From an optimization exercise on the open Yosys and OpenROAD flow, aimed at small area, a short achievable clock period and few clock cycles per item; shortcuts taken in it are not production practice. Function was checked by simulation only, so behaviour that the tests miss may differ from the original.

==> flow/design.v (outline; a module is shown in full before it is edited, if it fits) <==
// module cva_cost_wta: 6895 lines
// module cva_fa: 10 lines
module cva_cost_wta (
    input  wire         clk,
    input  wire         rst,         
    input  wire         in_valid,
    output wire         in_ready,
    input  wire         in_last,
    input  wire [15:0]  in_d,
    input  wire [2:0]   in_c,        
    input  wire [16:0]  in_wq,       
    input  wire [287:0] in_lwin,
    input  wire [287:0] in_rwin,
    output reg          out_valid,
    output reg          out_last,
    output reg  [31:0]  out_cost,
    output wire [15:0]  out_disp
);
  // ...
==> flow/flow/run.sh <==
#!/bin/bash
# Layout flow: the standard flow (standard.sh, all steps), with the
# input and output port buffers made of sky130_fd_sc_hd__buf_2 cells and
# the resizer's setup repair aiming for 14.6 ns of slack (a 5.4 ns path
# target; the clock and the constraints are the design's own).
# Each ORFS step writes its own log under orfs/logs/; the driver's own
# output goes to flow_run.log.
set -o pipefail
export BUFFER_PORTS_ARGS="-buffer_cell sky130_fd_sc_hd__buf_2"
export SETUP_SLACK_MARGIN=14.6
bash standard.sh > flow_run.log 2>&1
==> flow/standard.sh <==
#!/bin/bash
# synth_recipe.tcl (not shown) runs the flow's synth.tcl, then flattens the netlist and writes it again
# the make line also repeats each setting of config.mk as NAME=value (left out here)
make -C /OpenROAD-flow-scripts/flow DESIGN_CONFIG=/design/flow/config.mk WORK_HOME=/design/flow/orfs CLKGATE_MAP_FILE= SYNTH_SCRIPT=/design/flow/synth_recipe.tcl "${@:-finish}"
==> flow/config.mk <==
export PLATFORM = sky130hd
export DESIGN_NAME = cva_cost_wta
export DESIGN_NICKNAME = cva_cost_wta
export VERILOG_FILES = /design/flow/design.v
export SDC_FILE = /design/flow/constraint.sdc
export NUM_CORES = 4
export LEC_CHECK = 0
export CAP_MARGIN = 50
export CORE_MARGIN = 2
export CORE_UTILIZATION = 65
export CTS_BUF_LIST = sky130_fd_sc_hd__clkbuf_16
export CTS_CLUSTER_SIZE = 40
export PLACE_DENSITY = 0.8
export SLEW_MARGIN = 60
export SYNTH_HIERARCHICAL = 1
==> flow/constraint.sdc <==
create_clock -name core_clock -period 20.0 [get_ports {clk}]
set_input_delay 4.0000 -clock core_clock [delete_from_list [all_inputs] [get_ports {clk}]]
set_output_delay 4.0000 -clock core_clock [all_outputs]
set_load 0.01 [all_outputs]
==> results.json, run 1 <==
{
  "status": "complete, no violations",
  "dp_cells": 9672,
  "yosysTopAreaCell": "fa_1",
  "post_dp_cell_area_um2": 85700,
  "postSynthCellCount": 7490,
  "grt_max_degree": 49,
  "io_pins": 667,
  "dp_hpwl_um": 186000,
  "ys_top_cells_by_count": "fa_1, ha_1, dfxtp_1",
  "drc": 0,
  "crit_path_end": "h2768_q2$_DFF_P_",
  "row_count": 129,
  "first_global_vias": 60200,
  "multi_input_gates": 5880,
  "dr_wl_met2_um": 105000,
  "synth-seq-cells": 814,
  "vias": 56500,
  "antennaDiodeCount": 3,
  "crit_chain": "ha_1, a21o_1, a21oi_2, nor2b_1, o21a_1, o31a_1, a2111oi_4, a21oi_4, inv_1, fa_1, ha_1, ha_1, ha_1, and2_1, fa_1, ha_1",
  "cts_buffers": 87,
  "r2r_cells": 16,
  "critPathTopFamily": "adder cells",
  "layout.nets": 10800,
  "n_all_buffers": 684,
  "post-synth-top-count-cell": "fa_1",
  "whs_endpoint": "wqA_12_q3$_DFF_P_",
  "fin_cells": 9844,
  "grtUsageMet1_pct": 44.5,
  "yosys.area.top_type_share_pct": 27.3,
  "drt.antenna.violating_nets": 0,
  "gr-total-overflow": 0,
  "rr_endpoint": "h2768_q2$_DFF_P_",
  "detail_route.wl_per_cell_um": 22.2,
  "multiInputGateArea_um2": 60900,
  "hold_start": "wqA_12_q2$_DFF_P_",
  "critical_path_arrival_ns": 5.85,
  "rsz0062_at_grt": "true",
  "synthSimpleGateAreaFrac_pct": 9.59,
  "drv_cap": 0
}
Testbench counts, summed over its fixed seeds: cycles 86,022, items 85,982.
==> inputs of run 2 (changes only) <==
==> flow/flow/run.sh (replaced) <==
#!/bin/bash
# Layout flow: the standard flow (standard.sh, all steps), with the
# input and output port buffers made of sky130_fd_sc_hd__buf_1 cells and
# the resizer's setup repair aiming for 14.6 ns of slack (a 5.4 ns path
# target; the clock and the constraints are the design's own).
# Each ORFS step writes its own log under orfs/logs/; the driver's own
# output goes to flow_run.log.
set -o pipefail
export BUFFER_PORTS_ARGS="-buffer_cell sky130_fd_sc_hd__buf_1"
export SETUP_SLACK_MARGIN=14.6
bash standard.sh > flow_run.log 2>&1
--- a/flow/config.mk
+++ b/flow/config.mk
@@ -9,6 +9,6 @@
 export CORE_MARGIN = 2
 export CORE_UTILIZATION = 65
-export CTS_BUF_LIST = sky130_fd_sc_hd__clkbuf_16
-export CTS_CLUSTER_SIZE = 40
+export CTS_BUF_LIST = sky130_fd_sc_hd__clkbuf_8
+export CTS_CLUSTER_SIZE = 20
 export PLACE_DENSITY = 0.8
 export SLEW_MARGIN = 60
==> results.json, run 2 <==
{
  "async_flop_share_pct": 0,
  "dieWidth_um": 356,
  "htree_levels": 4,
  "status": "complete, no violations",
  "syn_nets": 10100,
  "drv_cap": 0,
  "synth_edf_count": 48,
  "syn_avg_cell_area_um2": 10.7,
  "clk_pin_slew_ns": 0.07,
  "tns_ns": 0,
  "path_depth": 1,
  "critPathBufInv": 1,
  "synthSimpleGateAreaFrac_pct": 9.59,
  "yosysSeqAreaShare_pct": 20.9,
  "path_class": "flip-flop to primary output",
  "hp-class": "flip-flop to flip-flop",
  "ys.warnings.count": 7,
  "ys_top_cells_by_count": "fa_1, ha_1, dfxtp_1",
  "yosysTopAreaCell": "fa_1",
  "die_h_um": 356,
  "yosysUniqueCellTypes": 74,
  "rsz0062_at_grt": "true",
  "skew_ns": 0.0587,
  "grt_pass1_wl_um": 336000,
  "hold_path_depth": 0,
  "critPathTopFamily": "flip-flops",
  "muxShareOfSynthArea_pct": 0.0513,
  "critPathLaunchType": "flip-flop",
  "cts_tree": "built",
  "detail_route.wl_per_cell_um": 22.0,
  "synth-seq-cells": 814,
  "timing.final.crit_share_pct": 27.1,
  "final_common_cell": "fa_1",
  "holdBufCountCts": 0,
  "slew_headroom_pct": 59.1,
  "worstSetupEndpointType": "primary output",
  "worst-path-max-fanout": 1,
  "io_pins": 667,
  "cp_slowest_cell": "edfxtp_1",
  "crit_chain": "clkbuf_2",
  "initialDrtViolationCount": 3987,
  "drt_wl_total_um": 218000,
  "first_pass_iters": 6,
  "drive_gt1_share_pct": 6.66,
  "antenna_found_initial": 6,
  "dp_hpwl_um": 186000,
  "synth_xor_area_share_pct": 12.6,
  "cts_sinks": 814,
  "gr-total-overflow": 0,
  "fin_area_um2": 88200,
  "layout.cells.most_common_list": "fa_1, ha_1, inv_1",
  "dieArea_um2": 127000,
  "netlist_area_um2": 80400,
  "critPathMaxStageDelay_ns": 0.37,
  "finalHoldViolCount": 0,
  "max_freq_mhz": 185,
  "reg_top3": "best_cost: 32 flops, out_cost: 32 flops, wqA: 17 flops",
  "worst_pin_slew_ns": 0.607,
  "drt.antenna.violating_nets": 0,
  "period_needed_ns": 5.42,
  "post_dp_cell_area_um2": 84800,
  "setup_viol_count_final": 0,
  "vias_per_cell": 5.71,
  "synth_flop_cell": "dfxtp_1",
  "drc": 0,
  "clock_path_buffers": 3,
  "required_ns": 16.00,
  "yosys.area.top_type_share_pct": 27.3,
  "synth_area_leaders": "fa_1, dfxtp_1, ha_1",
  "synth_top_family_by_area": "adder cells",
  "synth_compound_area_share_pct": 11.2,
  "first_global_vias": 60200,
  "globalplace.congestion": 1.01,
  "start_util_pct": 65.2,
  "grt_usage_pct": 35.0,
  "postSynthCellCount": 7490,
  "critical_path_arrival_ns": 1.42,
  "clkLatencyLatePin_ns": 0.92,
  "cts_buffers": 137,
  "layout.nets": 10800,
  "core_um2": 123000,
  "area_growth_pct": 9.62,
  "synth_fa_ha_area_share_pct": 41.9,
  "port_buffers": 665,
  "fillers": 9039,
  "grt_max_degree": 49,
  "root_buffer": "clkbuf_8",
  "r2r_cells": 14,
  "vias": 56700,
  "post-synth-top-count-cell": "fa_1",
  "row_count": 129,
  "maxSlewViolCount": 0
}
==> run 2: modules after synthesis (local to each module, per instance) <==
module	flip-flops and latches	copies in the design	area, um^2
cva_cost_wta	814	1	60200
cva_fa	0	1009	20.0
==> run 2: kinds of logic after synthesis <==
| group | count (synthesis) |
|---|---|
| buffers and inverters | 796 |
| muxes | 4 |
| adders and majority gates | 2038 |
| AOI/OAI and AO/OA | 1267 |
| xor gates and xnor gates | 1156 |
| other | 1 |
| and+or+nand+nor | 1414 |
| DFF | 814 |
==> run 2: path summary, 6_finish.rpt <==
path	start	to	slack (ns)
worst max-delay path	best_d[4]$_DFFE_PP_	out_disp[4]	14.58
worst min-delay path	dP3[9]$_DFF_P_	dP4[9]$_DFF_P_	0.30
worst max register to register	s491_q2$_DFF_P_	x2798_15_q3$_DFF_P_	14.75
worst min register to register	dP3[9]$_DFF_P_	dP4[9]$_DFF_P_	0.30
==> run 2: what timing repair did <==
action / in CTS / in global routing
setup buffers: 0 / 7
pin swaps: 0 / 2
endpoints found under the setup margin: 48 / 28
gates resized for setup: 38 / 31
==> run 2: area by class of cell <==
type,instances,area (um^2),area share (%)
Tap cell,1637,2050,2.32
Clock buffer,165,2270,2.58
Clock inverter,81,739,0.839
Multi-Input combinational cell,5880,61000,69.2
Sequential cell,814,16900,19.1
Timing Repair Buffer,684,2740,3.11
Antenna cell,2,5.00,0.00568
Inverter,664,2490,2.83
==> run 2: through the flow <==
step | worst slack [ns] | hold WS [ns] | cells | utilization, %
after floorplan | 14.60 | 0.310 | 7490 | -
after global placement | 14.28 | 0.310 | 9668 | 68.5
after detailed placement | 14.17 | 0.312 | 9672 | 68.8
after CTS | 14.50 | 0.296 | 9918 | 71.3
after global routing | 14.51 | 0.305 | 9926 | 71.5
final | 14.58 | 0.302 | 9927 | 71.5
==> run 2: metal layers <==
layer | up-vias | track usage (%) | routed length (um)
met1 | 28000 | 44.8 | 88600
met2 | 2005 | 58.6 | 105000
met4 | 4 | 15.7 | 10800
li1 | 26200 | - | -
met5 | - | 0 | 27
met3 | 518 | 5.76 | 14100

re-timing with driven ports:
How much do the figures lean on ideal ports? The routed layouts below were timed once more, with nothing changed but the port constraints.
Step 1 sets driving cells, clkbuf_16 on the clock port and buf_2 on the other inputs (assumed; they add their load-dependent delay and slew).
Step 2 adds t to the input delays and takes it off the output delays; t is the mean of the earliest and latest rising clock arrival at the registers after step 1. Input paths then give back, and output paths get back, about the clock's delay inside the block.
Slacks: ideal / step 1 / step 2; pairs: ideal / step 1.
run	t (ns)	setup WS [ns]	worst setup path at the end	clock arrival spread, ns
run 1	0.758	14.717 / 14.693 / 14.137	input to register	0.034 / 0.033
run 2	0.966	14.583 / 14.505 / 14.129	input to register	0.059 / 0.059
After both steps setup and hold are still met in every run listed. The setup slack of run 1, which loses most, moves by -0.024 ns with the drivers and by -0.580 ns with both steps.
